Source: an optimization exercise on an open RTL-to-GDS flow (aim: small area). Production flows keep margins and buffers that such runs may drop.
The RTL was checked by simulation tests, not by an equivalence proof against the original design.
Power and IR drop assume default switching activity. The clock port is modelled as an ideal driver; clocking choices that lean on that would not hold on a real chip.

## flow/constraint.sdc

```tcl
create_clock -name core_clock -period 10.0 [get_ports {clk}]
set_input_delay 2.0000 -clock core_clock [delete_from_list [all_inputs] [get_ports {clk}]]
set_output_delay 2.0000 -clock core_clock [all_outputs]
set_load 0.01 [all_outputs]
```

## flow/flow/run.sh

```bash
#!/bin/bash
# Standard ORFS layout (the standard.sh) with two changes:
#  - ports are buffered with sky130_fd_sc_hd__buf_1 instead of the resizer's default choice;
#  - clock tree synthesis runs without dummy loads.
# All tool output goes to make.log in the work folder (ORFS keeps per-step logs under orfs/logs).
set -euo pipefail
export BUFFER_PORTS_ARGS="-buffer_cell sky130_fd_sc_hd__buf_1"
export CTS_ARGS="-sink_clustering_enable -repair_clock_nets -dont_use_dummy_load -buf_list sky130_fd_sc_hd__clkbuf_16 -sink_clustering_size 34 -sink_clustering_max_diameter 80"
bash standard.sh > make.log 2>&1
```

## flow/config.mk

```make
export PLATFORM = sky130hd
export DESIGN_NAME = reflow_link
export DESIGN_NICKNAME = reflow_link
export VERILOG_FILES = /design/flow/design.v
export SDC_FILE = /design/flow/constraint.sdc
export NUM_CORES = 4
export LEC_CHECK = 0
export CAP_MARGIN = 20
export CORE_MARGIN = 2
export CORE_UTILIZATION = 60
export CTS_BUF_LIST = sky130_fd_sc_hd__clkbuf_8
export CTS_CLUSTER_DIAMETER = 40
export CTS_CLUSTER_SIZE = 20
export PLACE_DENSITY = 0.75
export SLEW_MARGIN = 20
```

## flow/standard.sh

```bash
#!/bin/bash
# synth_recipe.tcl (not shown) runs the flow's synth.tcl, then flattens the netlist and writes it again
# the make line also repeats each setting of config.mk as NAME=value (left out here)
make -C /OpenROAD-flow-scripts/flow DESIGN_CONFIG=/design/flow/config.mk WORK_HOME=/design/flow/orfs CLKGATE_MAP_FILE= SYNTH_SCRIPT=/design/flow/synth_recipe.tcl "${@:-finish}"
```

## flow/design.v

```verilog
module reflow_link (
    input  wire        clk,
    input  wire        rst,
    input  wire        rx_valid,
    input  wire [7:0]  rx_data,
    output wire        rx_ready,
    input  wire        cmd_valid,
    input  wire [3:0]  cmd_op,
    input  wire [63:0] cmd_arg,
    output wire        cmd_ready,
    output wire        resp_valid,
    output wire [1:0]  resp_err,
    output wire [32:0] resp_data,
    output wire [6:0]  resp_count,
    output wire        tx_valid,
    output wire [7:0]  tx_data,
    output reg         telem_valid,
    output wire [7:0]  telem_mode,
    output wire [7:0]  telem_runmode,
    output wire [7:0]  telem_stage,
    output wire        telem_fan,
    output wire        telem_lamp,
    output wire [31:0] telem_temp1,
    output wire [31:0] telem_temp2,
    output wire [2:0]  telem_err
);
    localparam [3:0] OP_SENDMODE   = 4'd1;
    localparam [3:0] OP_SENDPROF   = 4'd2;
    localparam [3:0] OP_WCLEAR     = 4'd3;
    localparam [3:0] OP_WSNAP      = 4'd4;
    localparam [3:0] OP_SCUR       = 4'd5;
    localparam [3:0] OP_CONNECT    = 4'd6;
    localparam [3:0] OP_DISCONNECT = 4'd7;
    localparam [3:0] ST_SEEK1 = 4'd0;
    localparam [3:0] ST_SEEK2 = 4'd1;
    localparam [3:0] ST_LAST  = 4'd14;
    reg         link;
    reg  [3:0]  st;
    reg  [7:0]  f_mode, f_runmode, f_stage;
    reg         f_fan, f_lamp;
    reg  [31:0] f_t1;
    reg  [23:0] f_t2;
    reg         s_valid;
    reg  [7:0]  s_mode, s_runmode, s_stage;
    reg         s_fan, s_lamp;
    reg  [6:0]  wcnt;
    reg  [5:0]  q;
    reg  [64*33-1:0] ring;
    reg         wpend;
    reg         adding;
    reg  [1:0]  acnt;
    reg         acar;
    reg         pend;
    reg  [2:0]  r_k;
    reg  [5:0]  idx;
    reg  [3:0]  tx_st;
    reg         tx_prof;
    reg         tx_mute;
    reg  [63:0] tx_arg;
    wire tx_idle = (tx_st == 4'd0);
    assign cmd_ready = !pend && !wpend && tx_idle;
    wire cmd_fire = cmd_valid && cmd_ready;
    assign rx_ready  = !pend && !wpend && !cmd_fire;
    wire rx_fire  = rx_valid && rx_ready;
    wire op_conn = (cmd_op == OP_CONNECT) || (cmd_op == OP_DISCONNECT);
    wire op_send = (cmd_op == OP_SENDMODE) || (cmd_op == OP_SENDPROF);
    wire new_conn = cmd_fire && op_conn;
    wire wclear   = cmd_fire && (op_conn || cmd_op == OP_WCLEAR);
    wire rx_live = rx_fire && link;
    wire commit  = rx_live && (st == ST_LAST);
    always @(posedge clk) begin
        if (rst)
            link <= 1'b0;
        else if (new_conn)
            link <= (cmd_op == OP_CONNECT);
    end
    always @(posedge clk) begin
        if (rst || new_conn)
            st <= ST_SEEK1;
        else if (rx_live) begin
            case (st)
                ST_SEEK1: st <= (rx_data == 8'hFA) ? ST_SEEK2 : ST_SEEK1;
                ST_SEEK2: st <= (rx_data == 8'hAF) ? 4'd2 :
                                (rx_data == 8'hFA) ? ST_SEEK2 : ST_SEEK1;
                ST_LAST:  st <= ST_SEEK1;
                default:  st <= st + 4'd1;
            endcase
        end
    end
    wire [8:0] add_c;
    wire [8:0] add_o;
    assign add_c[0] = acar && (acnt != 2'd0);
    genvar gi;
    generate
        for (gi = 0; gi < 8; gi = gi + 1) begin : g_add
            assign add_o[gi]   = f_t1[gi] ^ f_t2[gi] ^ add_c[gi];
            assign add_c[gi+1] = (f_t1[gi] & f_t2[gi]) | (add_c[gi] & (f_t1[gi] ^ f_t2[gi]));
        end
    endgenerate
    assign add_o[8] = add_c[8];
    always @(posedge clk) begin
        if (rx_live) begin
            case (st)
                4'd2, ST_LAST: f_mode <= rx_data;
                4'd3:  f_runmode <= rx_data;
                4'd4:  f_stage   <= rx_data;
                4'd5:  f_fan     <= (rx_data != 8'd0);
                4'd6:  f_lamp    <= (rx_data != 8'd0);
                default: ;
            endcase
        end
    end
    always @(posedge clk) begin
        if (adding)
            f_t1 <= {add_o[7:0], f_t1[31:8]};
        else if (rx_live && (st >= 4'd7) && (st <= 4'd10))
            f_t1 <= {rx_data, f_t1[31:8]};
    end
    always @(posedge clk) begin
        if (adding)
            f_t2 <= {f_mode, f_t2[23:8]};
        else if (rx_live && (st >= 4'd11) && (st <= 4'd13))
            f_t2 <= {rx_data, f_t2[23:8]};
    end
    always @(posedge clk) begin
        if (adding)
            acar <= add_o[8];
    end
    always @(posedge clk) begin
        if (rst) begin
            adding <= 1'b0;
            acnt   <= 2'd0;
        end else if (commit) begin
            adding <= 1'b1;
            acnt   <= 2'd0;
        end else if (adding) begin
            acnt <= acnt + 2'd1;
            if (acnt == 2'd3)
                adding <= 1'b0;
        end
    end
    always @(posedge clk) begin
        if (rst || new_conn)
            s_valid <= 1'b0;
        else if (commit)
            s_valid <= 1'b1;
    end
    always @(posedge clk) begin
        if (commit) begin
            s_mode    <= f_mode;
            s_runmode <= f_runmode;
            s_stage   <= f_stage;
            s_fan     <= f_fan;
            s_lamp    <= f_lamp;
        end
    end
    always @(posedge clk) begin
        if (rst)
            telem_valid <= 1'b0;
        else
            telem_valid <= commit;
    end
    assign telem_mode    = s_mode;
    assign telem_runmode = s_runmode;
    assign telem_stage   = s_stage;
    assign telem_fan     = s_fan;
    assign telem_lamp    = s_lamp;
    assign telem_temp1   = f_t1;
    assign telem_temp2   = {f_mode, f_t2};
    assign telem_err     = {s_stage > 8'd5, s_runmode > 8'd2, s_mode > 8'd3};
    wire [32:0] sample = {acar, f_t1};
    wire        at0    = (q == (wpend ? wcnt[5:0] : idx));
    wire        wr_hit = wpend && !adding && at0;
    wire        full   = wcnt[6];
    always @(posedge clk)
        ring <= {wr_hit ? sample : ring[32:0], ring[64*33-1:33]};
    always @(posedge clk)
        q <= (wr_hit && full) ? 6'd0 : q + 6'd1;
    always @(posedge clk) begin
        if (rst || wclear)
            wcnt <= 7'd0;
        else if (wr_hit && !full)
            wcnt <= wcnt + 7'd1;
    end
    always @(posedge clk) begin
        if (rst)
            wpend <= 1'b0;
        else if (commit)
            wpend <= 1'b1;
        else if (wr_hit)
            wpend <= 1'b0;
    end
    wire snap_in  = ({1'b0, cmd_arg[7:0]} < {2'b00, wcnt});
    wire op_snap  = (cmd_op == OP_WSNAP);
    wire op_resv  = (cmd_op == 4'd0) || cmd_op[3];
    always @(posedge clk) begin
        if (cmd_fire) begin
            idx <= cmd_arg[5:0];
            r_k <= {op_snap,
                    (op_snap && snap_in) || (cmd_op == OP_SCUR) || op_resv,
                    (op_send && !link) || op_resv};
        end
    end
    wire r_wait = r_k[2] && r_k[1];
    wire r_sess = (r_k == 3'b010);
    assign resp_valid = pend && (!r_wait || at0);
    always @(posedge clk) begin
        if (rst)
            pend <= 1'b0;
        else if (cmd_fire)
            pend <= 1'b1;
        else if (resp_valid)
            pend <= 1'b0;
    end
    wire [26:0] sess_word = {1'b1, s_lamp, s_fan, s_stage, s_runmode, s_mode};
    assign resp_err   = {r_k[0], r_k[0] && r_k[1]};
    assign resp_count = r_k[2] ? wcnt : 7'd0;
    assign resp_data  = (r_wait ? ring[32:0] : 33'd0) |
                        {6'd0, (r_sess && s_valid) ? sess_word : 27'd0};
    wire tx_ld   = cmd_fire && link && op_send;
    wire tx_ldp  = tx_ld && cmd_op[1];
    wire tx_wrap = (tx_st != 4'd0) && (tx_st <= 4'd3);
    always @(posedge clk) begin
        if (rst) begin
            tx_st   <= 4'd4;
            tx_prof <= 1'b1;
            tx_mute <= 1'b1;
        end else if (tx_ld) begin
            tx_st   <= 4'd1;
            tx_prof <= cmd_op[1];
            tx_mute <= 1'b0;
        end else if (!tx_idle)
            tx_st <= (tx_st == (tx_prof ? 4'd11 : 4'd5)) ? 4'd0 : tx_st + 4'd1;
    end
    always @(posedge clk)
        tx_arg <= {(tx_wrap ? tx_arg[7:0] : 8'd0), tx_arg[63:8]} |
                  {{8{tx_ldp}} & cmd_arg[39:32], {8{tx_ldp}} & cmd_arg[31:24],
                   {8{tx_ldp}} & cmd_arg[23:16], {8{tx_ld}}  & cmd_arg[15:8],
                   {8{tx_ld}}  & cmd_arg[7:0],   {8{tx_ldp}} & cmd_arg[63:56],
                   {8{tx_ldp}} & cmd_arg[55:48], {8{tx_ldp}} & cmd_arg[47:40]};
    assign tx_valid = !tx_idle && !tx_mute;
    assign tx_data  = (tx_st == 4'd1) ? 8'hFA :
                      (tx_st == 4'd2) ? 8'hAF :
                      (tx_st == 4'd3) ? {6'd0, tx_prof, !tx_prof} :
                      tx_arg[7:0];
endmodule
```

==> results list, run 1 <==
* Mean number of vias per cell: 4.61
- Net switching is 19.2% of the power.
* Hold-fix buffers, CTS: 0
- Worst hold path depth: 0
* Number of DRC violations after detailed-routing iteration 0: 1118
- After layout, the minimum clock period comes to 5080 ps.
- Post-Synthesis Net Count: 2898
* Count of port buffers added during placement: 227
- Final hold violations: 0
- CTS buffer count: 79
- GRT Residual Overflow: 0
- The detail route stage leaves a number of antenna-violating nets equal to 1.
- Post-Layout Cell Count: 4215
* Initial cell density of the core: 60.8%
- Post-Route WL: 79100 um
* Grt met3 use: 4.87%
- Signed area change from the synthesized netlist to the final layout: 8.30%
* RSZ-0062 raised after global routing: no
- Clock-pin slew was measured on the worst setup and hold paths at 110 ps.
- TritonCTS built the clock tree.
- Final setup TNS: 0 ps
* Number of instances in the synthesized netlist: 2791
- Type of the most critical hold path: flop to flop
- The clock reaches the later pin of the worst-skew pair after 670 ps.
- After synthesis the netlist holds a flip-flop and latch count of 2325.
* Layout check faults: antenna rules
- STA classifies the critical path endpoint as a primary output.
- Global routing consumed, on the met2 layer, 26.7% of the routing resources.
- STA classifies the critical path startpoint as a flop.
- Count of fill cells added during filler insertion: 5517
* Period utilisation layout: 50.8%
- Layout cells sized above 1: 4.29%
- Residual DRC count: 0
- met1 is the most crowded layer.
- The placed instances occupy a cell area of 53200 sq um.
- The final max-slew violation count was 0.
- Buffers added to address setup during post-CTS repair amount to 0.
* Switching Power: 2580 uW
- For this design the top-level I/O count stands at 228.
* Max Clk Rate: 0.197 GHz
- The cell area that synthesis handed to floorplanning was 51000 sq um.
* Maximum Capacitance Violations: 0
- Largest vdd supply drop: 0.000169 V
- The first detailed-routing pass ran for 5 iterations.
* Global router's overall resource usage: 18.3%
* Clock Tree Root: sky130_fd_sc_hd__clkbuf_16
* Detail-routed net length per standard cell: 18.8 um
- Data arrival time at the worst-slack endpoint: 3080 ps
- The tree built by TritonCTS fans out to 2325 sinks.
- The via count of the first global-routing pass came to 19700.
- H-tree levels: 3
- Cell internal power was estimated by the tool at 10800 uW.
- Per report_power, the combinational group accounts for 1.2% of the total.
- Global-route wire length before repair: 119000 um
- Synthesis warning total: 1
- Most frequent standard cell in the layout excluding fill and tap cells: sky130_fd_sc_hd__dfxtp_1
* Maximum buffer depth of the clock tree: 3
* Placed wire-length estimate: 49300 um
- Highest-count cells in the layout ignoring fill and taps: sky130_fd_sc_hd__dfxtp_1, sky130_fd_sc_hd__buf_1, sky130_fd_sc_hd__edfxtp_1, sky130_fd_sc_hd__clkbuf_16, sky130_fd_sc_hd__a21o_1
- The analysis attributes to cell leakage a power of 0.0219 uW.
* Largest fanout on the critical path: 17
* Number of endpoints failing setup at the final stage: 0
* Proportion of register bits with asynchronous set or reset after synthesis: 0%
- Maximum number of pins on one net before global-route repair: 50
- Measured along the x axis, the die boundary spans 296 um.
- Critical path type: flop to primary output
- Including well taps, the total number of placed cells is 4129.
* Cell Pwr Density: 243 nW/um^2
- The floorplan step defined a die boundary enclosing 87400 sq um.
* Clock network fraction of design power: 28.9%
- Met1 Track Usage GR: 27.1%
* Worst Reg2Reg Path Length in Cells: 15
- Dividing the synthesized area by the synthesized cell count gives 18.3 sq um.
* Portion of the post-synthesis area used by sequential elements: 93.6%
- Die boundary height: 296 um
* Worst Path Required: 8000 ps
- Area of the core: 84000 sq um
* Worst-margin pin slew: 1010 ps
* Number of antenna violations at the first check in global routing: 10
- Among all flip-flop cells after synthesis, the most frequent one is sky130_fd_sc_hd__dfxtp_1.
* Count of flip-flops with a built-in enable after synthesis: 118
* Number of nets in the layout: 3183
- Status: failed layout checks
- The initialized floorplan defines 106 standard-cell rows.
* Final weighted congestion of routability-driven global placement: 0.862
- Measured against its own limit, the worst slew margin works out to 32.5%.
- Summing all non-filler instances in the final layout gives an area of 55300 sq um.
* Sequential Power Share: 69.8%
* Setup skew after layout: 79.1 ps
- Counting distinct cell types in the post-synthesis netlist gives 60.
- Summing internal, switching and leakage power gives 13400 uW.
* Post-cts resize count: 0
* Total via count after detailed routing: 19400
[metrics by stage]
stage / hold WS (ps) / utilization (%) / setup slack (ps)
after floorplan: 310 / - / 4500
after global placement: 310 / 63.4 / 5260
after detailed placement: 312 / 63.4 / 5260
after CTS: 267 / 65.8 / 4870
after global routing: 268 / 65.8 / 4720
final: 267 / 65.8 / 4920
[worst max-delay path, cell delays in order (launching register included)]
cell and delay, ps:
sky130_fd_sc_hd__dfxtp_1 770, sky130_fd_sc_hd__mux2i_1 300, sky130_fd_sc_hd__xor2_1 200, sky130_fd_sc_hd__nand4_2 390
sky130_fd_sc_hd__o21ai_0 350, sky130_fd_sc_hd__and2_1 280, sky130_fd_sc_hd__buf_1 180
[registers in the layout (all words and copies together) (netlist names), 24 cells and up]
name,cells
ring,2112
f_t1,32
tx_arg,64
f_t2,24
[routing by layer]
metal	vias to the layer above	wire length [um]
li1	9436	-
met1	9287	38100
met2	575	33100
met3	131	5870
met4	0	2060
met5	-	0
[cells by family (layout without fill, tap and decap cells)]
family / Yosys count / after routing / synth area share (%)
compound gates: 169 / 169 / 2.41
xor+xnor: 14 / 14 / 0.240
fa+ha+maj: 28 / 28 / 0.800
buf+inv: 58 / 341 / 0.498
flops: 2325 / 2325 / 93.6
mux: 40 / 40 / 0.866
other cells: 0 / 7 / 0
simple gates: 157 / 157 / 1.63
[cell usage after synthesis, types with 2 or more instances]
cell type / number / area share (%)
sky130_fd_sc_hd__xnor2_1: 4 / 0.069
sky130_fd_sc_hd__ha_1: 19 / 0.47
sky130_fd_sc_hd__edfxtp_1: 118 / 6.9
sky130_fd_sc_hd__xor2_1: 10 / 0.17
sky130_fd_sc_hd__nor2b_1: 4 / 0.049
sky130_fd_sc_hd__nor4b_1: 2 / 0.034
sky130_fd_sc_hd__o31ai_1: 3 / 0.044
sky130_fd_sc_hd__dfxtp_1: 2207 / 87
sky130_fd_sc_hd__a22o_1: 36 / 0.62
sky130_fd_sc_hd__nand4_1: 6 / 0.074
sky130_fd_sc_hd__mux2_2: 29 / 0.64
sky130_fd_sc_hd__nand3_1: 13 / 0.13
sky130_fd_sc_hd__mux2i_1: 7 / 0.14
sky130_fd_sc_hd__mux2_1: 4 / 0.088
sky130_fd_sc_hd__buf_2: 2 / 0.020
sky130_fd_sc_hd__and3_1: 12 / 0.15
sky130_fd_sc_hd__fa_1: 8 / 0.31
sky130_fd_sc_hd__nand2_1: 53 / 0.39
sky130_fd_sc_hd__a21oi_1: 27 / 0.26
sky130_fd_sc_hd__o21a_1: 2 / 0.029
sky130_fd_sc_hd__a21o_1: 64 / 0.94
sky130_fd_sc_hd__a22oi_1: 2 / 0.029
sky130_fd_sc_hd__clkbuf_1: 19 / 0.14
sky130_fd_sc_hd__nor4b_2: 2 / 0.059
sky130_fd_sc_hd__nor3_2: 3 / 0.059
sky130_fd_sc_hd__or3_1: 6 / 0.074
sky130_fd_sc_hd__and2_1: 10 / 0.12
sky130_fd_sc_hd__inv_1: 30 / 0.22
sky130_fd_sc_hd__o21ai_0: 14 / 0.14
sky130_fd_sc_hd__buf_6: 2 / 0.044
sky130_fd_sc_hd__nand2b_1: 5 / 0.061
sky130_fd_sc_hd__nor2_1: 18 / 0.13
sky130_fd_sc_hd__or2_2: 3 / 0.037
sky130_fd_sc_hd__nor4_1: 6 / 0.074
sky130_fd_sc_hd__nor3_1: 8 / 0.078
sky130_fd_sc_hd__buf_4: 5 / 0.074
sky130_fd_sc_hd__a211oi_1: 2 / 0.029
sky130_fd_sc_hd__o211ai_1: 4 / 0.059
[final timing paths]
kind / from / to / slack [ps]
hold reg to reg: ring[518] / ring[485] / 270
setup reg to reg: acnt[0] / f_t1[31] / 5920
setup / recovery: wpend / resp_valid / 4920
hold / removal: ring[518] / ring[485] / 270
[layout make-up]
type | instances | area [sq um] | area share (%)
Antenna cell | 7 | 17.5 | 0.0317
Tap cell | 1134 | 1420 | 2.57
Sequential cell | 2325 | 47700 | 86.4
Clock buffer | 79 | 1980 | 3.58
Timing Repair Buffer | 232 | 897 | 1.62
Multi-Input combinational cell | 408 | 3100 | 5.61
Inverter | 30 | 113 | 0.204
[power groups by stage]
stage | combinational [uW] | sequential, uW | clock, uW
3_5_place_dp | 159 | 9590 | 0
6_report | 163 | 9380 | 3890
4_1_cts | 160 | 9370 | 3970
3_3_place_gp | 152 | 9580 | 0
2_1_floorplan | 105 | 9580 | 0
5_1_grt | 180 | 9380 | 4260
==> inputs of run 2 (changes only) <==
--- a/flow/flow/run.sh
+++ b/flow/flow/run.sh
@@ -7,3 +7,3 @@
 export BUFFER_PORTS_ARGS="-buffer_cell sky130_fd_sc_hd__buf_1"
-export CTS_ARGS="-sink_clustering_enable -repair_clock_nets -dont_use_dummy_load -buf_list sky130_fd_sc_hd__clkbuf_16 -sink_clustering_size 34 -sink_clustering_max_diameter 80"
+export CTS_ARGS="-sink_clustering_enable -repair_clock_nets -dont_use_dummy_load -buf_list sky130_fd_sc_hd__clkbuf_8 -sink_clustering_size 20 -sink_clustering_max_diameter 40"
 bash standard.sh > make.log 2>&1
==> run 2 against run 1 <==
  * The run now finishes clean
  * Count of clock-buffer cells in the layout grew 83
  * Design area increased by 0.44%
  * Clock power up 2%
  * Largest cell class unchanged
  * Highest routed layer unchanged
==> results list, run 2 <==
- Across all register-to-register paths, the minimum setup slack is 6000 ps.
- Summing the areas of all compound-gate instances in the mapped netlist gives 2.41% of the synthesized area.
- Cell breakdown of the critical path: mux2i_1, xor2_1, nand4_2, o21ai_0, and2_1, buf_1
* Most frequent standard cell in the layout excluding fill and tap cells: sky130_fd_sc_hd__dfxtp_1
- For this design the static power due to leakage is 0.0221 uW.
- Via count of the first global-routing pass: 20200
- For this configuration, the core starts out at a cell density of 60.8%.
- Critical hold path startpoint: ring[798]
* Most used flip-flop cell after synthesis: sky130_fd_sc_hd__dfxtp_1
- After synthesis, the largest family of logic cells by area is compound AO/OA/AOI/OAI gates.
* Drt pass-1 iters: 5
- The flow ran to the end and the layout has no timing, DRC or antenna violations.
* Worst-margin pin slew: 1040 ps
- Summed over all failing endpoints, the final setup total negative slack is 0 ps.
- Timing endpoint of the critical path: resp_valid
- Xor and xnor fraction of the mapped netlist area: 0.240%
- The share of total power dissipated in sequential elements is 69.4%.
- Final hold violations: 0
* CTS buffer count: 162
- The core region is 84000 sq um.
* Placed wire-length estimate: 49300 um
- Proportion of register bits with asynchronous set or reset after synthesis: 0%
- Share of the core filled with cells: 66.1%
* Largest Register: ring
* Signed area change from the synthesized netlist to the final layout: 8.79%
* Portion of the post-synthesis area used by sequential elements: 93.6%
* Horizontal die dimension: 296 um
* H-tree levels: 4
* Stage delay of the slowest cell on the critical path: 780 ps
- After detailed routing, the number of vias per cell comes to 4.57.
- Number of top-level pins: 228
* Max reg flops: 2112
- In this run the worst hold path is classified as flop to flop.
* Number of nets in the layout: 3266
- Clock network fraction of design power: 29.4%
- Of the post-synthesis cell area, the part taken by muxes is 0.866%.
* Post-Synthesis Net Count: 2898
- Setup violations remaining at the end of the flow were counted as 0.
- The tightest hold path in the finished design has a slack of 248 ps.
* PnR Total Power: 13500 uW
* Layout cells sized above 1: 6.81%
- The worst setup path is launched from a flop.
* CTS tree: yes
- Area enclosed by the die boundary: 87400 sq um
- RSZ-0062 raised after global routing: no
* Minimum period implied by the final worst setup slack: 5260 ps
* Synth Register Bits: 2325
- The detailed router finished its first iteration with 1096 violations.
* Post-Route WL: 78000 um
- Worst Path Required: 8000 ps
- Detail-routed net length per standard cell: 18.2 um
- The later pin in the worst-skew pair is clocked with a latency of 830 ps.
- Count of port buffers added during placement: 227
* Hold-fix buffers, CTS: 0
- Global router's overall resource usage: 18.2%
- Cell with the most instances after synthesis: sky130_fd_sc_hd__dfxtp_1
- In this run the worst setup path begins at wpend.
- Per report_power, the combinational group accounts for 1.2% of the total.
- Measured against its own limit, the worst slew margin works out to 30.2%.
- Synth Area in Simple Gates: 1.63%
- Summed over all nets, the switching power comes to 2640 uW.
* Setup skew after layout: 112 ps
- Number of antenna violations at the first check in global routing: 13
- Netlist cell types: 60
* Maximum buffer depth of the clock tree: 3
* Die boundary height: 296 um
* Synthesis warning total: 1
* Number of instances in the synthesized netlist: 2791
* Clock Tree Root: sky130_fd_sc_hd__clkbuf_8
- The slowest stage of the critical path is the sky130_fd_sc_hd__dfxtp_1 cell.
- Of the post-synthesis cell area, the dominant cell type holds 86.6%.
- Data arrival time at the worst-slack endpoint: 3260 ps
* GRT Residual Overflow: 0
- After clock tree synthesis, the setup repair step added 0 buffers.
- At the end of routability-driven placement, the weighted congestion stood at 0.862.
- The synthesized netlist devotes 0.800% of its cell area to adder and majority cells.
* Post-route ant nets: 0
* Clock net sink count: 2325
- Highest-count cells in the layout ignoring fill and taps: sky130_fd_sc_hd__dfxtp_1, sky130_fd_sc_hd__buf_1, sky130_fd_sc_hd__clkbuf_8, sky130_fd_sc_hd__edfxtp_1, sky130_fd_sc_hd__a21o_1
* Terminus of the critical flop-to-flop path: f_t1[31]
- # rows: 106
* Maximum Capacitance Violations: 0
- Regs by FF count: ring x2112, tx_arg x64, f_t1 x32
* Largest fanout on the critical path: 17
- Cell area after technology mapping: 51000 sq um
- Type of element capturing the critical path: primary output
- Post-cts resize count: 0
- Total via count after detailed routing: 19600
* Critical path type: flop to primary output
- Max Clk Rate: 0.190 GHz
- Net switching is 19.6% of the power.
- By area the synthesized netlist is led by sky130_fd_sc_hd__dfxtp_1, sky130_fd_sc_hd__edfxtp_1, sky130_fd_sc_hd__a21o_1, sky130_fd_sc_hd__mux2_2, sky130_fd_sc_hd__a22o_1.
- Largest vdd supply drop: 0.000115 V
- Period utilisation layout: 52.6%
- The average instance in the mapped netlist occupies 18.3 sq um.
- Worst Reg2Reg Path Length in Cells: 15
- Most common library cells after synthesis: sky130_fd_sc_hd__dfxtp_1, sky130_fd_sc_hd__edfxtp_1, sky130_fd_sc_hd__a21o_1
- Count of flip-flops with a built-in enable after synthesis: 118
- Maximum number of pins on one net before global-route repair: 50
* Internal power: 10900 uW
- Global-route wire length before repair: 118000 um
- After detailed routing, the number of remaining DRC violations is 0.
- In this run the power density over the cells is 243 nW/um^2.
- Max Slew Vio Count: 0
- Reg-to-reg startpoint: acnt[0]
- After clock tree synthesis, the clock-pin slew on the worst setup and hold paths is 110 ps.
* Yosys top cell by area: sky130_fd_sc_hd__dfxtp_1
-- run 2: worst min path at each step --
stage                  to  slack (ps)  depth (start not counted)
6_report        ring[765]         250                          0
5_1_grt         ring[765]         260                          0
4_1_cts         ring[644]         250                          0
3_5_place_dp   ring[1175]         310                          0
3_3_place_gp   ring[1906]         310                          0
2_1_floorplan     ring[0]         310                          0
-- run 2: layer usage --
layer / up-vias / GRT usage [%] / part of all wire (%) / wire length, um
met5: - / 0 / 0 / 0
met4: 0 / 6.31 / 2.6 / 2010
met3: 157 / 5.77 / 8.5 / 6630
met2: 611 / 25.4 / 40 / 31500
met1: 9282 / 26.8 / 48 / 37800
li1: 9585 / - / - / -
-- run 2: power groups by stage --
stage               registers, uW  clock network (uW)  logic (uW)
detailed placement           9590                   0         159
global placement             9580                   0         152
floorplan                    9580                   0         105
global route                 9380                4390         179
finish                       9370                3960         163
CTS                          9370                4070         160
-- run 2: cell type report --
type / count / area, sq um
Multi-Input combinational cell: 408 / 3100
Fill cell: 5468 / 28500
Clock buffer: 162 / 2230
Inverter: 30 / 113
Antenna cell: 4 / 10.0
Tap cell: 1134 / 1420
Sequential cell: 2325 / 47700
Timing Repair Buffer: 232 / 897
-- run 2: logic make-up (layout without fill, tap and decap cells) --
family          Yosys count  after routing
mux                      40             40
simple gates            157            157
other cells               0              4
xor+xnor                 14             14
fa+ha+maj                28             28
buf+inv                  58            424
compound gates          169            169
flops                  2325           2325
-- run 2: worst max-delay path, delay by kind of cell (launching register included) --
family,cells,cell delay [ps]
and+or+nand+nor,2,680
xor gates and xnor gates,1,200
buffers and inverters,1,180
muxes,1,310
AOI/OAI and AO/OA,1,360
DFF,1,780
-- run 2: stage by stage --
stage | area, sq um | setup WS, ps | std cells
after floorplan | 51000 | 4500 | 2791
after global placement | 53200 | 5260 | 4128
after detailed placement | 53200 | 5260 | 4129
after CTS | 55500 | 4670 | 4291
after global routing | 55500 | 4540 | 4292
final | 55500 | 4740 | 4295
==> inputs of run 3 (changes only) <==
--- a/flow/flow/run.sh
+++ b/flow/flow/run.sh
@@ -7,3 +7,3 @@
 export BUFFER_PORTS_ARGS="-buffer_cell sky130_fd_sc_hd__buf_1"
-export CTS_ARGS="-sink_clustering_enable -repair_clock_nets -dont_use_dummy_load -buf_list sky130_fd_sc_hd__clkbuf_8 -sink_clustering_size 20 -sink_clustering_max_diameter 40"
+export CTS_ARGS="-sink_clustering_enable -repair_clock_nets -dont_use_dummy_load -buf_list sky130_fd_sc_hd__clkbuf_8 -sink_clustering_size 20 -sink_clustering_max_diameter 60"
 bash standard.sh > make.log 2>&1
==> run 3 against run 2 <==
  * Still clean
  * Combinational power barely moved
  * Cell count decreased by 0.58%
  * Wire length is essentially flat
  * Synthesized cell count unchanged
  * Count of clock-buffer cells in the layout decreased by 26
  * Flip-flop and latch count unchanged
  * Register-to-register slack got worse by 30 ps
  * Clock power decreased by 6.8%
  * Worst setup slack better by 35 ps
==> results list, run 3 <==
* Horizontal die dimension: 296 um
- Number of DRC violations after detailed-routing iteration 0: 1280
- Area of the core: 84000 sq um
- With fillers left out, the area of the finished cells amounts to 55100 sq um.
- Across the run, the number of max-cap violations was 0.
- The setup path with the least slack is of type flop to primary output.
- Data arrival time at the worst-slack endpoint: 3230 ps
- Setup slack on the worst reg-to-reg path comes out at 5970 ps.
- Using the TritonRoute via totals, the vias-per-cell ratio works out to 4.59.
- For this run, design rule violations remaining after detail routing come to 0.
- Largest Register: ring
- Count of port buffers added during placement: 227
- Number of nets in the layout: 3240
- Syn Area/Cell: 18.3 sq um
* Adder-Cell Fraction of Synth Area: 0.800%
- In this run, synthesis produced a sequential element count of 2325.
* Type of element capturing the critical path: primary output
* Signed area change from the synthesized netlist to the final layout: 8.09%
* Cell Pwr Density: 240 nW/um^2
- The path with the worst hold slack has its endpoint at ring[905].
- Derived from the worst setup path, the maximum achievable clock frequency is 0.191 GHz.
* Regs by FF count: ring x2112, tx_arg x64, f_t1 x32
* Critical hold path startpoint: ring[938]
- Leaving out fill and tap cells, the most frequent cell in the layout is sky130_fd_sc_hd__dfxtp_1.
- In this design, the stage delay of the slowest critical-path cell is 780 ps.
- By area the synthesized netlist is led by sky130_fd_sc_hd__dfxtp_1, sky130_fd_sc_hd__edfxtp_1, sky130_fd_sc_hd__a21o_1, sky130_fd_sc_hd__mux2_2, sky130_fd_sc_hd__a22o_1.
- # rows: 106
- Die boundary height: 296 um
- Post-CTS repair changed the size of 0 cells.
- Count of fill cells added during filler insertion: 5501
- At the end of routability-driven placement, the weighted congestion stood at 0.862.
- Ranked by instance count, the synthesized netlist is headed by sky130_fd_sc_hd__dfxtp_1, sky130_fd_sc_hd__edfxtp_1, sky130_fd_sc_hd__a21o_1.
* Clock latency of the later-clocked register in the worst-skew pair: 810 ps
- Across the routed clock network, the largest skew measured is 83.2 ps.
* Cell area after technology mapping: 51000 sq um
- Of the synthesized area, sequential elements account for 93.6%.
- Worst Reg2Reg Path Length in Cells: 15
- sky130_fd_sc_hd__dfxtp_1 takes more of the synthesized area than any other cell.
* Worst Path Required: 8000 ps
* Portion of synthesized cell area occupied by the leading cell type: 86.6%
- Setup crit start: wpend
- Placed cell count: 4129
* Worst-margin pin slew: 1010 ps
* Drt pass-1 iters: 6
* Maximum buffer depth of the clock tree: 3
- Leakage Power: 0.0219 uW
- Synth Area in Simple Gates: 1.63%
- Post-Layout Cell Count: 4270
- Summing all multi-input logic gate instances after layout gives 3100 sq um.
- Via count of the first global-routing pass: 19900
- The initial utilization of the core area, before any placement, comes to 60.8%.
- Synthesis warning total: 1
- In this run the critical register-to-register path is launched from acnt[0].
- The number of antenna violations at the first check in global routing came to 13.
* Post-Route WL: 78000 um
* Largest vdd supply drop: 0.000142 V
- The endpoint identified for the worst register-to-register timing path is f_t1[31].
- CTS buffer count: 136
* Post-placement worst setup slack: 5260 ps
- Area enclosed by the die boundary: 87400 sq um
- Status: no timing/DRC/antenna violations
- Most used flip-flop cell after synthesis: sky130_fd_sc_hd__dfxtp_1
- Across all hold checks on the routed design, the worst slack comes to 280 ps.
- The total count of hold-check failures in the final report came to 0.
- Global-route wire length before repair: 118000 um
* Count of flip-flops with a built-in enable after synthesis: 118
* Xor and xnor fraction of the mapped netlist area: 0.240%
- Hold-fix buffers, CTS: 0
* Number of endpoints failing setup at the final stage: 0
* Critical-path cell with the highest stage delay: sky130_fd_sc_hd__dfxtp_1
- Number of instances in the synthesized netlist: 2791
- The worst hold path passes through 0 cells.
* Area taken by flip-flops and latches: 47700 sq um
- In this run the tightest slew margin relative to its limit is 32.5%.
- Detailed routing inserted a total of 19600 vias.
- Across all setup checks in the final design, the least slack found is 4770 ps.
- Summing the areas of all compound-gate instances in the mapped netlist gives 2.41% of the synthesized area.
* Final setup TNS: 0 ps
- Max Slew Vio Count: 0
* Number of top-level pins: 228
* Clk pin slew, worst setup/hold paths: 110 ps
* Cell with the most instances after synthesis: sky130_fd_sc_hd__dfxtp_1
* Type of the most critical hold path: flop to flop
- The number of setup buffers added after CTS is 0.
- Largest fanout on the critical path: 17
- The count of nets left with antenna violations once routing finished came out at 0.
- Placed cell areas: 53200 sq um
- Layout cells sized above 1: 6.04%
* Cell breakdown of the critical path: mux2i_1, xor2_1, nand4_2, o21ai_0, and2_1, buf_1
- Share of cell area taken by muxes after synthesis: 0.866%
- Post-Synthesis Net Count: 2898
* Max reg flops: 2112
- Dividing the detail-routed wire length by the instance count gives 18.3 um.
* Clock net sink count: 2325
- Entering global routing, the biggest net connects 50 pins.
- The clock period could shrink to 5230 ps.
- Placed wire-length estimate: 49300 um
- The tree is rooted in a sky130_fd_sc_hd__clkbuf_8.
- RSZ-0062 raised after global routing: no
* H-tree levels: 4
- TritonCTS built the clock tree.
- By area, the combinational part of the netlist is dominated by compound AO/OA/AOI/OAI gates.
- STA classifies the critical path startpoint as a flop.
- Proportion of register bits with asynchronous set or reset after synthesis: 0%
- Counting distinct cell types in the post-synthesis netlist gives 60.
* Period utilisation layout: 52.3%
- For this run the aggregate overflow at the end of global routing stands at 0.
* Global router's overall resource usage: 18.2%
- Highest-count cells in the layout ignoring fill and taps: sky130_fd_sc_hd__dfxtp_1, sky130_fd_sc_hd__buf_1, sky130_fd_sc_hd__clkbuf_8, sky130_fd_sc_hd__edfxtp_1, sky130_fd_sc_hd__a21o_1
==> run 3: cell counts after synthesis <==
No cell type changed its count.
==> run 3: cells by family after synthesis <==
kind of cell | Yosys count
DFF | 2325
AOI/OAI and AO/OA | 169
and+or+nand+nor | 157
buffers and inverters | 58
muxes | 40
adders and majority gates | 28
xor gates and xnor gates | 14
==> run 3: worst max-delay path, delay by kind of cell (launching register included) <==
kind | cells | cell delay (ps)
flops | 1 | 780
simple gates | 2 | 660
mux | 1 | 310
compound gates | 1 | 350
xor+xnor | 1 | 200
buf+inv | 1 | 180
==> run 3: routing by layer <==
metal  vias up  GRT usage (%)  share of wire (%)
met4         0           5.87                2.3
met5         -              0                  0
met3       140           4.98                7.6
li1       9520              -                  -
met1      9336           27.4                 49
met2       620           25.5                 41
==> run 3: through the flow <==
| step | util (%) | power (uW) |
|---|---|---|
| finish | 65.7 | 13200 |
| global route | 65.7 | 13700 |
| CTS | 65.7 | 13300 |
| detailed placement | 63.4 | 9740 |
| global placement | 63.4 | 9740 |
| floorplan | - | 9680 |
==> run 3: area by class of cell <==
cell class	instances	area share, %
Clock buffer	136	3.39
Antenna cell	5	0.0227
Tap cell	1134	2.57
Sequential cell	2325	86.6
Timing Repair Buffer	232	1.63
Inverter	30	0.204
Multi-Input combinational cell	408	5.63
==> run 3: worst max-delay path by stage <==
stage,to,slack [ps],depth (start not counted)
finish,resp_valid,4770,6
global route,resp_valid,4550,6
detailed placement,rx_ready,5260,4
CTS,resp_valid,4670,6
floorplan,f_t1[0],4500,4
global placement,rx_ready,5260,4
==> run 3: where the power goes <==
part	leakage [uW]	switching, uW	internal, uW
Combinational	0.00206	104	59.3
Clock	0.000978	2460	1230
Sequential	0.0188	29.4	9340
==> inputs of run 4 (changes only) <==
--- a/flow/config.mk
+++ b/flow/config.mk
@@ -11,3 +11,3 @@
 export CTS_BUF_LIST = sky130_fd_sc_hd__clkbuf_8
-export CTS_CLUSTER_DIAMETER = 40
+export CTS_CLUSTER_DIAMETER = 60
 export CTS_CLUSTER_SIZE = 20
==> run 4 against run 3 <==
  * Global-route usage unchanged
  * Sequential share of layout area unchanged
  * Register-to-register slack about the same
  * Die area unchanged
  * Highest routed layer unchanged
  * Core utilization unchanged
  * Largest power group unchanged
  * Worst setup slack unchanged
==> results list, run 4 <==
- After routing, the total negative slack on setup checks comes to 0 ps.
* Post-Route WL: 78000 um
* Global-route wire length before repair: 118000 um
* Detail-routed net length per standard cell: 18.3 um
- Largest cells by area after synthesis: sky130_fd_sc_hd__dfxtp_1, sky130_fd_sc_hd__edfxtp_1, sky130_fd_sc_hd__a21o_1, sky130_fd_sc_hd__mux2_2, sky130_fd_sc_hd__a22o_1
* Max reg flops: 2112
- Clock latency of the later-clocked register in the worst-skew pair: 810 ps
- Synth Register Bits: 2325
- For the pin with the worst max-slew slack, the measured transition is 1010 ps.
* Max Clk Rate: 0.191 GHz
* Post-Synthesis Net Count: 2898
* Count of fill cells added during filler insertion: 5501
- The final max-slew violation count was 0.
* Proportion of register bits with asynchronous set or reset after synthesis: 0%
* Number of antenna violations at the first check in global routing: 13
* Drt pass-1 iters: 6
* Clock net sink count: 2325
* Mean number of vias per cell: 4.59
- Final weighted congestion of routability-driven global placement: 0.862
* Worst-case register-to-register setup slack: 5970 ps
- Horizontal die dimension: 296 um
- The average instance in the mapped netlist occupies 18.3 sq um.
* H-tree levels: 4
* Via count of the first global-routing pass: 19900
- Cell with the most instances after synthesis: sky130_fd_sc_hd__dfxtp_1
- The highest metal layer carrying signal wires in the routed design is met4.
- Status: no timing/DRC/antenna violations
- Signed area change from the synthesized netlist to the final layout: 8.09%
- For the worst setup path, the data required time is 8000 ps.
- The commonest cells after synthesis are sky130_fd_sc_hd__dfxtp_1, sky130_fd_sc_hd__edfxtp_1, sky130_fd_sc_hd__a21o_1.
- PnR Total Power: 13200 uW
* Critical-path cell with the highest stage delay: sky130_fd_sc_hd__dfxtp_1
* Post-cts resize count: 0
- For this run the aggregate overflow at the end of global routing stands at 0.
- CTS placed an instance of sky130_fd_sc_hd__clkbuf_8 at the clock tree root.
* Global router's overall resource usage: 18.2%
* Number of DRC violations after detailed-routing iteration 0: 1280
- Area enclosed by the die boundary: 87400 sq um
* Clk pin slew, worst setup/hold paths: 110 ps
* Setup skew after layout: 83.2 ps
- Critical path type: flop to primary output
* Cell Pwr Density: 240 nW/um^2
- STA classifies the critical path endpoint as a primary output.
- Area taken by flip-flops and latches: 47700 sq um
* Total via count after detailed routing: 19600
- The top cell types in the final layout, fill and taps aside, are sky130_fd_sc_hd__dfxtp_1, sky130_fd_sc_hd__buf_1, sky130_fd_sc_hd__clkbuf_8, sky130_fd_sc_hd__edfxtp_1, sky130_fd_sc_hd__a21o_1.
* CTS buffer count: 136
- OpenSTA, run right after detailed placement, puts the worst setup slack at 5260 ps.
- Setup violations remaining at the end of the flow were counted as 0.
- For this run, design rule violations remaining after detail routing come to 0.
- Yosys mapped the design onto 60 distinct sky130hd cell types.
- Met2 wirelength from detailed routing: 31900 um
* Number of nets in the layout: 3240
- The largest single stage delay on the critical path is 780 ps.
* Most frequent standard cell in the layout excluding fill and tap cells: sky130_fd_sc_hd__dfxtp_1
- At the worst endpoint, the arrival time is 3230 ps.
- Entering global routing, the biggest net connects 50 pins.
* Layout cells sized above 1: 6.04%
* Placed wire-length estimate: 49300 um
- After detailed routing, the met3 layer carries 5950 um of wire.
- Counting both buffers and inverters, the worst setup path holds a total of 1.
* Cell area after technology mapping: 51000 sq um
- Measured against its own limit, the worst slew margin works out to 32.5%.
- The worst setup path is launched from a flop.
- The critical path goes through mux2i_1, xor2_1, nand4_2, o21ai_0, and2_1, buf_1.
* Count of port buffers added during placement: 227
* Type of the most critical hold path: flop to flop
- Largest vdd supply drop: 0.000142 V
- Synthesis warning total: 1
- Yosys top cell by area: sky130_fd_sc_hd__dfxtp_1
- The synthesized design contains 118 enable-type register cells.
* Largest fanout on the critical path: 17
- For this block, wires on met1 add up to 38300 um.
- The region available for standard cell placement spans 84000 sq um.
- Portion of synthesized cell area occupied by the leading cell type: 86.6%
- Among all flip-flop cells after synthesis, the most frequent one is sky130_fd_sc_hd__dfxtp_1.
- Setup Fix Bufs, Post-CTS: 0
* Hold-fix buffers, CTS: 0
* Minimum period implied by the final worst setup slack: 5230 ps
- Post-route setup slack: 4770 ps
- # rows: 106
- The cell family contributing the most delay on the critical path is flip-flops.
* RSZ-0062 raised after global routing: no
* Leakage Power: 0.0219 uW
- Once detail routing completed, the nets flagged for antenna violations numbered 0.
* Summed area of non-filler cells in the final layout: 55100 sq um
* CTS tree: yes
* Final hold violations: 0
- Maximum Capacitance Violations: 0
- Dividing the final minimum period by the clock period gives 52.3%.
- Number of instances in the synthesized netlist: 2791
* Initial cell density of the core: 60.8%
* Area occupied by multi-input gates: 3100 sq um
- Counting along the longest clock path gives a buffer depth of 3.
- Regs by FF count: ring x2112, tx_arg x64, f_t1 x32
* Placed cell areas: 53200 sq um
- The register with the most flip-flops in the final layout is ring.
* Portion of the post-synthesis area used by sequential elements: 93.6%
- Die boundary height: 296 um
* Number of top-level pins: 228
[run 4: worst paths after layout]
| path | cells after the start | from | to |
|---|---|---|---|
| setup / recovery | 6 | wpend | resp_valid |
| hold / removal | 0 | ring[938] | ring[905] |
| setup reg to reg | 15 | acnt[0] | f_t1[31] |
| hold reg to reg | 0 | ring[938] | ring[905] |
[run 4: metal layers]
layer	vias to the layer above	global-route usage (%)
met3	140	4.98
met4	0	5.87
met5	-	0
met1	9336	27.4
li1	9520	-
met2	620	25.5
[run 4: cell type report]
class,count,area share [%]
tap,1134,2.57
inverter,30,0.204
multi-input combinational,408,5.63
antenna,5,0.0227
sequential,2325,86.6
timing repair buffer,232,1.63
clock buffer,136,3.39
[run 4: metrics by stage]
| step | utilization [%] | hold slack, ps | instances |
|---|---|---|---|
| finish | 65.7 | 280 | 4270 |
| global route | 65.7 | 286 | 4266 |
| CTS | 65.7 | 283 | 4265 |
| detailed placement | 63.4 | 312 | 4129 |
| global placement | 63.4 | 310 | 4128 |
| floorplan | - | 310 | 2791 |
[run 4: power breakdown]
group,switching (uW),internal (uW),total (uW)
Sequential,29.4,9340,9370
Combinational,104,59.3,163
Clock,2460,1230,3690
Total,2590,10600,13200
[run 4: worst reg2reg max path: cells and delay by family, from the launching register on]
| kind | cells | cell delay [ps] |
|---|---|---|
| AO/OA/AOI/OAI | 1 | 200 |
| adder cells (fa/ha/maj) | 9 | 2990 |
| buffers and inverters | 4 | 260 |
| flip-flops | 1 | 350 |
| AND/OR/NAND/NOR | 1 | 60 |
[run 4: logic make-up after synthesis]
| family | count (synthesis) | share of synthesized area [%] |
|---|---|---|
| flops | 2325 | 93.6 |
| mux | 40 | 0.866 |
| buf+inv | 58 | 0.498 |
| compound gates | 169 | 2.41 |
| xor+xnor | 14 | 0.240 |
| fa+ha+maj | 28 | 0.800 |
| simple gates | 157 | 1.63 |
==> inputs of run 5 (changes only) <==
--- a/flow/design.v
+++ b/flow/design.v
@@ -49,3 +49,2 @@
     reg         wpend;
-    reg         adding;
     reg  [1:0]  acnt;
@@ -54,14 +53,17 @@
     reg  [2:0]  r_k;
-    reg  [5:0]  idx;
     reg  [3:0]  tx_st;
     reg         tx_prof;
-    reg         tx_mute;
     reg  [63:0] tx_arg;
     wire tx_idle = (tx_st == 4'd0);
-    assign cmd_ready = !pend && !wpend && tx_idle;
-    wire cmd_fire = cmd_valid && cmd_ready;
-    assign rx_ready  = !pend && !wpend && !cmd_fire;
-    wire rx_fire  = rx_valid && rx_ready;
     wire op_conn = (cmd_op == OP_CONNECT) || (cmd_op == OP_DISCONNECT);
     wire op_send = (cmd_op == OP_SENDMODE) || (cmd_op == OP_SENDPROF);
+    wire op_snap = (cmd_op == OP_WSNAP);
+    wire op_resv = (cmd_op == 4'd0) || cmd_op[3];
+    wire snap_in = ({1'b0, cmd_arg[7:0]} < {2'b00, wcnt});
+    wire [5:0] q_inc = q + 6'd1;
+    wire snap_at = (q_inc == cmd_arg[5:0]);
+    assign cmd_ready = !wpend && tx_idle && (!op_snap || !snap_in || snap_at);
+    wire cmd_fire = cmd_valid && cmd_ready;
+    assign rx_ready  = !wpend && !cmd_valid;
+    wire rx_fire  = rx_valid && rx_ready;
     wire new_conn = cmd_fire && op_conn;
@@ -91,2 +93,3 @@
     wire [8:0] add_o;
+    wire adding = wpend && (acnt != 2'd3);
     assign add_c[0] = acar && (acnt != 2'd0);
@@ -129,13 +132,6 @@
     always @(posedge clk) begin
-        if (rst) begin
-            adding <= 1'b0;
-            acnt   <= 2'd0;
-        end else if (commit) begin
-            adding <= 1'b1;
-            acnt   <= 2'd0;
-        end else if (adding) begin
+        if (commit)
+            acnt <= 2'd0;
+        else if (adding)
             acnt <= acnt + 2'd1;
-            if (acnt == 2'd3)
-                adding <= 1'b0;
-        end
     end
@@ -170,5 +166,4 @@
     assign telem_err     = {s_stage > 8'd5, s_runmode > 8'd2, s_mode > 8'd3};
-    wire [32:0] sample = {acar, f_t1};
-    wire        at0    = (q == (wpend ? wcnt[5:0] : idx));
-    wire        wr_hit = wpend && !adding && at0;
+    wire [32:0] sample = {add_o, f_t1[31:8]};
+    wire        wr_hit = wpend && !adding && (q == wcnt[5:0]);
     wire        full   = wcnt[6];
@@ -177,3 +172,3 @@
     always @(posedge clk)
-        q <= (wr_hit && full) ? 6'd0 : q + 6'd1;
+        q <= (wr_hit && full) ? 6'd0 : q_inc;
     always @(posedge clk) begin
@@ -192,16 +187,9 @@
     end
-    wire snap_in  = ({1'b0, cmd_arg[7:0]} < {2'b00, wcnt});
-    wire op_snap  = (cmd_op == OP_WSNAP);
-    wire op_resv  = (cmd_op == 4'd0) || cmd_op[3];
-    always @(posedge clk) begin
-        if (cmd_fire) begin
-            idx <= cmd_arg[5:0];
-            r_k <= {op_snap,
-                    (op_snap && snap_in) || (cmd_op == OP_SCUR) || op_resv,
-                    (op_send && !link) || op_resv};
-        end
-    end
+    always @(posedge clk)
+        r_k <= {op_snap,
+                (op_snap && snap_in) || (cmd_op == OP_SCUR) || op_resv,
+                (op_send && !link) || op_resv};
     wire r_wait = r_k[2] && r_k[1];
     wire r_sess = (r_k == 3'b010);
-    assign resp_valid = pend && (!r_wait || at0);
+    assign resp_valid = pend;
     always @(posedge clk) begin
@@ -209,6 +197,4 @@
             pend <= 1'b0;
-        else if (cmd_fire)
-            pend <= 1'b1;
-        else if (resp_valid)
-            pend <= 1'b0;
+        else
+            pend <= cmd_fire;
     end
@@ -224,5 +210,4 @@
         if (rst) begin
-            tx_st   <= 4'd4;
-            tx_prof <= 1'b1;
-            tx_mute <= 1'b1;
+            tx_st   <= 4'd9;
+            tx_prof <= 1'b0;
         end else if (tx_ld) begin
@@ -230,3 +215,2 @@
             tx_prof <= cmd_op[1];
-            tx_mute <= 1'b0;
         end else if (!tx_idle)
@@ -240,3 +224,3 @@
                    {8{tx_ldp}} & cmd_arg[55:48], {8{tx_ldp}} & cmd_arg[47:40]};
-    assign tx_valid = !tx_idle && !tx_mute;
+    assign tx_valid = !tx_idle && (tx_prof || !tx_st[3]);
     assign tx_data  = (tx_st == 4'd1) ? 8'hFA :
==> run 5 against run 4 <==
  * Synthesized cell count rose by 2.2%
  * Die area shrank 0.46%
  * Synthesized area shrank 0.47%
  * Wire length rose by 4.8%
==> results list, run 5 <==
* Status: no timing/DRC/antenna violations
- Period utilisation layout: 59.8%
* Most used flip-flop cell after synthesis: sky130_fd_sc_hd__dfxtp_1
* Post-Route WL: 81800 um
- Drt pass-1 iters: 5
* Cell with the most instances after synthesis: sky130_fd_sc_hd__dfxtp_1
* Post-cts resize count: 0
- Measured in cells, the most critical reg-to-reg path has a length of 15.
* Mean number of vias per cell: 4.56
- Setup Fix Bufs, Post-CTS: 0
* Synth Register Bits: 2317
- Most common cell on crit path: sky130_fd_sc_hd__buf_1
- The clock passes through at most 3 buffers.
- Global-route wire length before repair: 124000 um
- Counting every instance in the synthesized netlist gives 2852.
- In the final layout, flip-flops and latches occupy 47500 sq um.
- Counting every net in the synthesized netlist gives 2960.
- The via count of the first global-routing pass is 20500.
* Area occupied by multi-input gates: 3100 sq um
- Portion of synthesized cell area occupied by the leading cell type: 87.1%
* Detail-routed net length per standard cell: 18.9 um
- The layout has 5513 filler cells.
* Max Clk Rate: 0.167 GHz
- Die boundary height: 295 um
- The register with the most flip-flops in the layout has 2112 of them.
- Clock net sink count: 2317
- The critical path is of the input pin to primary output type.
- Counting flops with a built-in enable in the synthesized netlist gives 109.
- Sequential cells were found to cover 93.5% of the synthesized design area.
- Regs by FF count: ring x2112, tx_arg x64, f_t1 x32
- Count of port buffers added during placement: 227
- Maximum Capacitance Violations: 0
* Hold WS: 282 ps
- The wire-length estimate of the detail-placed layout is 51700 um.
- At the worst endpoint, the required time is 8000 ps.
- # rows: 106
* Final setup TNS: 0 ps
* GRT Residual Overflow: 0
- Critical-path cell with the highest stage delay: sky130_fd_sc_hd__nor4b_1
* Netlist cell types: 54
* Number of antenna violations at the first check in global routing: 18
* H-tree levels: 4
- Total via count after detailed routing: 19800
* Minimum period implied by the final worst setup slack: 5980 ps
- Clock latency of the later-clocked register in the worst-skew pair: 820 ps
- Number of DRC violations after detailed-routing iteration 0: 1176
- Type of the most critical hold path: flop to flop
- Post-route ant nets: 0
- Setup skew after layout: 79.7 ps
- In this run, CTS created clock tree buffers numbering 139.
- Largest fanout on the critical path: 7
* Maximum number of pins on one net before global-route repair: 40
- Leakage Power: 0.0220 uW
* Number of top-level pins: 228
* Initial cell density of the core: 60.7%
- Signed area change from the synthesized netlist to the final layout: 8.21%
- Synthesis warning total: 1
- Stage delay of the slowest cell on the critical path: 770 ps
- After clock tree synthesis, the clock-pin slew on the worst setup and hold paths is 110 ps.
* Most common library cells after synthesis: sky130_fd_sc_hd__dfxtp_1, sky130_fd_sc_hd__nand2_1, sky130_fd_sc_hd__edfxtp_1
- Residual DRC count: 0
* Max Slew Vio Count: 0
* Cell area after technology mapping: 50800 sq um
- Most frequent standard cell in the layout excluding fill and tap cells: sky130_fd_sc_hd__dfxtp_1
- Cell breakdown of the critical path: buf_1, nor4b_1, o211ai_1, a221oi_1, nor3_1, buf_1
* Layout cells sized above 1: 4.98%
- For this design the ratio of total power to cell area is 240 nW/um^2.
- Proportion of register bits with asynchronous set or reset after synthesis: 0%
- Ranked by flip-flop count, first place goes to ring.
* Syn Area/Cell: 17.8 sq um
- From left edge to right edge, the die measures 295 um.
- Of all cell types, the one taking the most synthesized area is sky130_fd_sc_hd__dfxtp_1.
- The floorplan step defined a die boundary enclosing 87000 sq um.
- Data arrival time at the worst-slack endpoint: 3980 ps
* CTS tree: yes
* RSZ-0062 raised after global routing: no
- The total count of hold-check failures in the final report was 0.
- Type of element launching the critical path: input pin
* Relative max-transition margin: 27.1%
- Largest cells by area after synthesis: sky130_fd_sc_hd__dfxtp_1, sky130_fd_sc_hd__edfxtp_1, sky130_fd_sc_hd__nand2_1, sky130_fd_sc_hd__a21o_1, sky130_fd_sc_hd__a22o_1
* Largest vdd supply drop: 0.000141 V
- Number of nets in the layout: 3301
* Worst hold path depth: 0
- Setup violations remaining at the end of the flow were counted as 0.
* Type of element capturing the critical path: primary output
- For the pin with the worst max-slew slack, the measured transition is 1090 ps.
- The tree is rooted in a sky130_fd_sc_hd__clkbuf_8.
- Placed cell areas: 53000 sq um
- Summed area of non-filler cells in the final layout: 54900 sq um
* Global router's overall resource usage: 19.2%
* Hold-fix buffers, CTS: 0
- Final weighted congestion of routability-driven global placement: 0.855
- Area of the core: 83700 sq um
* Highest-count cells in the layout ignoring fill and taps: sky130_fd_sc_hd__dfxtp_1, sky130_fd_sc_hd__buf_1, sky130_fd_sc_hd__nand2_1, sky130_fd_sc_hd__clkbuf_8, sky130_fd_sc_hd__edfxtp_1
## run 5: cell count changes after synthesis, moves of 4 or more
cell | previous run | this run
sky130_fd_sc_hd__nand2_1 | 53 | 153
sky130_fd_sc_hd__mux2_2 | 29 | 1
sky130_fd_sc_hd__nor2_1 | 18 | 31
sky130_fd_sc_hd__edfxtp_1 | 118 | 109
sky130_fd_sc_hd__buf_2 | 2 | 10
sky130_fd_sc_hd__xnor2_1 | 4 | 11
sky130_fd_sc_hd__a21oi_1 | 27 | 21
sky130_fd_sc_hd__mux2i_1 | 7 | 1
sky130_fd_sc_hd__clkbuf_1 | 19 | 14
sky130_fd_sc_hd__and2_1 | 10 | 14
sky130_fd_sc_hd__inv_1 | 30 | 26
sky130_fd_sc_hd__mux2_1 | 4 | 0
sky130_fd_sc_hd__xor2_1 | 10 | 14
## run 5: layer usage
| layer | GRT usage, % | vias to the layer above | wire length, um |
|---|---|---|---|
| met5 | 0 | - | 95 |
| li1 | - | 9638 | - |
| met1 | 28.7 | 9444 | 40600 |
| met2 | 27.4 | 531 | 33900 |
| met4 | 5.21 | 14 | 1520 |
| met3 | 5.60 | 132 | 5640 |
## run 5: cells by family after synthesis
kind of cell    synth area share (%)
xor+xnor                       0.522
flops                           93.5
fa+ha+maj                      0.828
simple gates                    2.42
compound gates                  2.16
mux                           0.0419
buf+inv                        0.527
## run 5: critical path, delay by kind of cell
kind	cells	cell delay (ps)
buffers and inverters	2	380
and+or+nand+nor	2	880
AOI/OAI and AO/OA	2	710
## run 5: layout make-up
type	instances	share of cell area, %
antenna	6	0.0273
clock buffer	139	3.48
inverter	27	0.184
multi-input combinational	475	5.65
sequential	2317	86.4
tap	1134	2.58
timing repair buffer	233	1.67
## run 5: worst paths after layout
check	from	endpoint	slack [ps]
min	ring[1409]	ring[1376]	280
max reg2reg	acnt[0]	f_t1[31]	5590
min reg2reg	ring[1409]	ring[1376]	280
max	cmd_op[0]	cmd_ready	4020
## run 5: power breakdown
part,internal [uW],switching [uW],leakage (uW)
clock,1260,2480,0.000999
sequential,9300,21.1,0.0188
combinational,48.9,54.8,0.00226
total,10600,2550,0.0220
## run 5: per-stage QoR
step | cells | total power [uW] | worst slack (ps) | util, %
after floorplan | 2852 | 9600 | 4790 | -
after CTS | 4324 | 13300 | 3840 | 65.6
after detailed placement | 4185 | 9640 | 3840 | 63.3
final | 4331 | 13200 | 4020 | 65.7
after global placement | 4185 | 9630 | 3870 | 63.3
after global routing | 4327 | 13600 | 3790 | 65.6
==> inputs of run 6 (changes only) <==
--- a/flow/flow/run.sh
+++ b/flow/flow/run.sh
@@ -7,3 +7,3 @@
 export BUFFER_PORTS_ARGS="-buffer_cell sky130_fd_sc_hd__buf_1"
-export CTS_ARGS="-sink_clustering_enable -repair_clock_nets -dont_use_dummy_load -buf_list sky130_fd_sc_hd__clkbuf_8 -sink_clustering_size 20 -sink_clustering_max_diameter 60"
+export CTS_ARGS="-sink_clustering_enable -repair_clock_nets -dont_use_dummy_load -buf_list sky130_fd_sc_hd__clkbuf_8 -sink_clustering_size 20 -sink_clustering_max_diameter 100"
 bash standard.sh > make.log 2>&1
==> run 6 against run 5 <==
  * Still clean
  * Worst setup slack got worse by 61 ps
  * Global-route usage hardly changed
  * Clock skew is essentially flat
  * Worst hold slack got worse by 22 ps
  * Core utilization fell by 0.066 points
  * Flip-flop and latch count is the same
  * Register-to-register slack about the same
  * Power fell by 0.56%
  * Count of clock-buffer cells in the layout is 6 lower
  * Largest cell class unchanged
  * Largest power group unchanged
  * Highest routed layer unchanged
==> results list, run 6 <==
- Timing would allow up to 0.166 GHz.
- Data arrival time at the worst-slack endpoint: 4040 ps
- Period utilisation layout: 60.4%
- After clock tree synthesis, the flow added hold-fix buffers numbering 0.
- The internal power of the cells totals 10600 uW.
- In the final routed layout, each cell accounts on average for 18.8 um.
* Type of element capturing the critical path: primary output
- The number of gates resized after CTS was 0.
* Clock latency of the later-clocked register in the worst-skew pair: 830 ps
- Buffers added to address setup during post-CTS repair amount to 0.
* Count of port buffers added during placement: 227
- Initial cell density of the core: 60.7%
- Clock net sink count: 2317
* CP top delay family: simple AND/OR/NAND/NOR gates
- Once detail routing completed, the nets flagged for antenna violations numbered 0.
* Mean number of vias per cell: 4.54
- In the final layout, the share of cells above drive strength 1 is 4.83%.
- Global router's overall resource usage: 19.2%
- For this design the top-level I/O count stands at 228.
* Worst Reg2Reg Path Length in Cells: 15
- Worst hold endpoint: ring[1896]
- Horizontal die dimension: 295 um
* Drt pass-1 iters: 5
- VDD sags by at most 0.000133 V.
* Total via count after detailed routing: 19600
* Via count of the first global-routing pass: 20400
- On the worst path, the slowest cell contributes a delay of 840 ps.
- Signed area change from the synthesized netlist to the final layout: 8.10%
- Largest fanout on the critical path: 7
- Worst-margin pin slew: 1100 ps
- Critical path type: input pin to primary output
- The share of total power dissipated in combinational logic is 0.8%.
- Worst Path Required: 8000 ps
- Most common cell on crit path: sky130_fd_sc_hd__buf_1
* Highest-count cells in the layout ignoring fill and taps: sky130_fd_sc_hd__dfxtp_1, sky130_fd_sc_hd__buf_1, sky130_fd_sc_hd__nand2_1, sky130_fd_sc_hd__clkbuf_8, sky130_fd_sc_hd__edfxtp_1
- Detailed placement ended at an HPWL of 51700 um.
- The final max-slew violation count came to 0.
- The detailed router finished its first iteration with 1000 violations.
- Synthesis produced a netlist with a net count of 2960.
- Final weighted congestion of routability-driven global placement: 0.855
- Maximum Capacitance Violations: 0
- The run finished with no timing, DRC or antenna violations.
* RSZ-0062 raised after global routing: no
* Most used flip-flop cell after synthesis: sky130_fd_sc_hd__dfxtp_1
- The die covers 87000 sq um.
- Die boundary height: 295 um
- Sequential cells were found to cover 93.5% of the synthesized design area.
* Maximum number of pins on one net before global-route repair: 40
- Yosys top cell by area: sky130_fd_sc_hd__dfxtp_1
- The region available for standard cell placement spans 83700 sq um.
- Sw Ratio: 19.3%
* # rows: 106
* Maximum buffer depth of the clock tree: 3
- Counting flops with an async set or reset pin after synthesis yields a share of 0%.
* Portion of synthesized cell area occupied by the leading cell type: 87.1%
- In this run, synthesis produced a sequential element count of 2317.
- Summed over all layers, the global routing overflow is 0.
- The root buffer cell chosen for the clock tree is sky130_fd_sc_hd__clkbuf_8.
- Sequential cells account for 71.2% of the total power.
- STA classifies the critical path startpoint as an input pin.
* Number of antenna violations at the first check in global routing: 20
* Most common library cells after synthesis: sky130_fd_sc_hd__dfxtp_1, sky130_fd_sc_hd__nand2_1, sky130_fd_sc_hd__edfxtp_1
* Most frequent standard cell in the layout excluding fill and tap cells: sky130_fd_sc_hd__dfxtp_1
- The total count of hold-check failures in the final report was 0.
* Relative max-transition margin: 26.6%
- The final layout contains 3296 nets.
- The critical path goes through buf_1, nor4b_1, o211ai_1, a221oi_1, nor3_1, buf_1.
- Synthesis produced 2852 cells.
- Syn Area/Cell: 17.8 sq um
- Worst hold path depth: 0
- Type of the most critical hold path: flop to flop
* Cell area after technology mapping: 50800 sq um
- Counting I/O delays and the setup requirement, the final critical path takes 6040 ps.
- Counting tap cells, the placed design contains a total of 4185 instances.
- In the routed design, unresolved DRC markers number 0.
- Together, buffers and inverters on the worst path number 2.
* Terminus of the critical flop-to-flop path: f_t1[31]
- The H-tree generated during clock tree synthesis spans 4 levels.
- Netlist cell types: 54
- The largest registers in the layout are ring x2112, tx_arg x64, f_t1 x32.
* Cell Pwr Density: 238 nW/um^2
* Number of endpoints failing setup at the final stage: 0
- Count of flip-flops with a built-in enable after synthesis: 109
* CTS buffer count: 133
- In the post-synthesis netlist, the cell with the most instances is sky130_fd_sc_hd__dfxtp_1.
- Final setup TNS: 0 ps
- Leakage Power: 0.0220 uW
* Largest cells by area after synthesis: sky130_fd_sc_hd__dfxtp_1, sky130_fd_sc_hd__edfxtp_1, sky130_fd_sc_hd__nand2_1, sky130_fd_sc_hd__a21o_1, sky130_fd_sc_hd__a22o_1
- The startpoint identified for the worst register-to-register timing path is acnt[0].
- Switching Power: 2530 uW
- Max reg flops: 2112
* Critical-path cell with the highest stage delay: sky130_fd_sc_hd__nor4b_1
- Synthesis warning total: 1
- Post-Layout Cell Count: 4328
* Critical hold path startpoint: ring[1929]
- The first global-routing pass estimated 124000 um of wire.
- Setup skew after layout: 80.0 ps
- Worst-case register-to-register setup slack: 5590 ps
- Per report_power, the clock group accounts for 28.0% of the total.
- Counting flops per register, the top entry is ring.
- For this block, the routed nets add up to 81300 um of wire.
- CTS tree: yes
- Clk pin slew, worst setup/hold paths: 110 ps
==> run 6: cell count changes in the layout (fill, tap and decap cells not counted), sizes merged <==
cell    previous run  this run
clkbuf           139       133
diode              6         8
buf              233       234
==> run 6: cell type report <==
type	count	area (sq um)
timing repair buffer	234	945
antenna	8	20.0
clock buffer	133	1830
multi-input combinational	475	3100
sequential	2317	47500
inverter	27	101
fill	5556	28800
tap	1134	1420
==> run 6: power by group through the flow <==
| stage | clock network [uW] | registers (uW) | logic, uW |
|---|---|---|---|
| floorplan | 0 | 9520 | 75.9 |
| CTS | 3780 | 9320 | 104 |
| detailed placement | 0 | 9530 | 104 |
| finish | 3660 | 9320 | 104 |
| global placement | 0 | 9530 | 101 |
| global route | 4090 | 9330 | 115 |
==> run 6: metal layers <==
| layer | up-vias | global-route usage, % | routed length, um | share of wire (%) |
|---|---|---|---|---|
| li1 | 9625 | - | - | - |
| met1 | 9341 | 28.8 | 40800 | 50 |
| met2 | 519 | 27.3 | 33500 | 41 |
| met3 | 139 | 5.32 | 5310 | 6.5 |
| met4 | 14 | 5.65 | 1640 | 2.0 |
| met5 | - | 0 | 92 | 0.11 |
==> run 6: cell families (layout without fill, tap and decap cells) <==
family                     after synthesis  in the layout  synth area share (%)
muxes                                    2              2                0.0419
xor gates and xnor gates                27             27                 0.522
buffers and inverters                   60            394                 0.527
DFF                                   2317           2317                  93.5
adders and majority gates               29             29                 0.828
other                                    0              8                     0
AOI/OAI and AO/OA                      150            150                  2.16
and+or+nand+nor                        267            267                  2.42
==> run 6: worst max-delay path by stage <==
| stage | slack, ps | endpoint | cells after the start | start |
|---|---|---|---|---|
| after floorplan | 4790 | f_t1[0] | 3 | cmd_valid |
| after global placement | 3870 | cmd_ready | 6 | cmd_op[0] |
| after detailed placement | 3840 | cmd_ready | 6 | cmd_op[0] |
| after CTS | 3840 | cmd_ready | 6 | cmd_op[0] |
| after global routing | 3790 | cmd_ready | 6 | cmd_op[0] |
| final | 3960 | cmd_ready | 6 | cmd_op[0] |
==> run 6: through the flow <==
stage	hold WS (ps)	area [sq um]	power, uW	util [%]	worst slack, ps
2_1_floorplan	310	50800	9600	-	4790
3_3_place_gp	311	53000	9630	63.3	3870
3_5_place_dp	312	53000	9640	63.3	3840
4_1_cts	238	54800	13200	65.5	3840
5_1_grt	262	54900	13500	65.6	3790
6_report	259	54900	13100	65.6	3960

## what the ideal ports hide
No port has a modelled driver above. Below, the same layouts with a new extraction and two added sets of constraints.
Step 1 sets driving cells, clkbuf_16 on the clock port and buf_2 on the other inputs (assumed; they add their load-dependent delay and slew).
Step 2 times the ports against the registers' clock, not the clock port: input delays grow and output delays shrink by t, the midpoint of the rising clock arrivals with the driver on.
a / b / c = ideal / step 1 / step 2; a / b = the first two.
| run | t (ns) | setup slack, ns | slew at the worst register clock pin (ns) |
|---|---|---|---|
| run 1 | 0.686 | 4.924 / 4.859 / 5.197 | 0.12 / 0.12 |
| run 2 | 0.844 | 4.738 / 4.674 / 5.197 | 0.11 / 0.11 |
| run 3 | 0.828 | 4.773 / 4.707 / 5.200 | 0.12 / 0.12 |
| run 4 | 0.828 | 4.773 / 4.707 / 5.200 | 0.12 / 0.12 |
| run 5 | 0.846 | 4.024 / 3.985 / 3.985 | 0.12 / 0.12 |
| run 6 | 0.851 | 3.963 / 3.935 / 3.935 | 0.13 / 0.13 |
For run 5, which loses most, drivers alone change the setup slack by -0.039 ns; drivers and shift together by -0.039 ns.
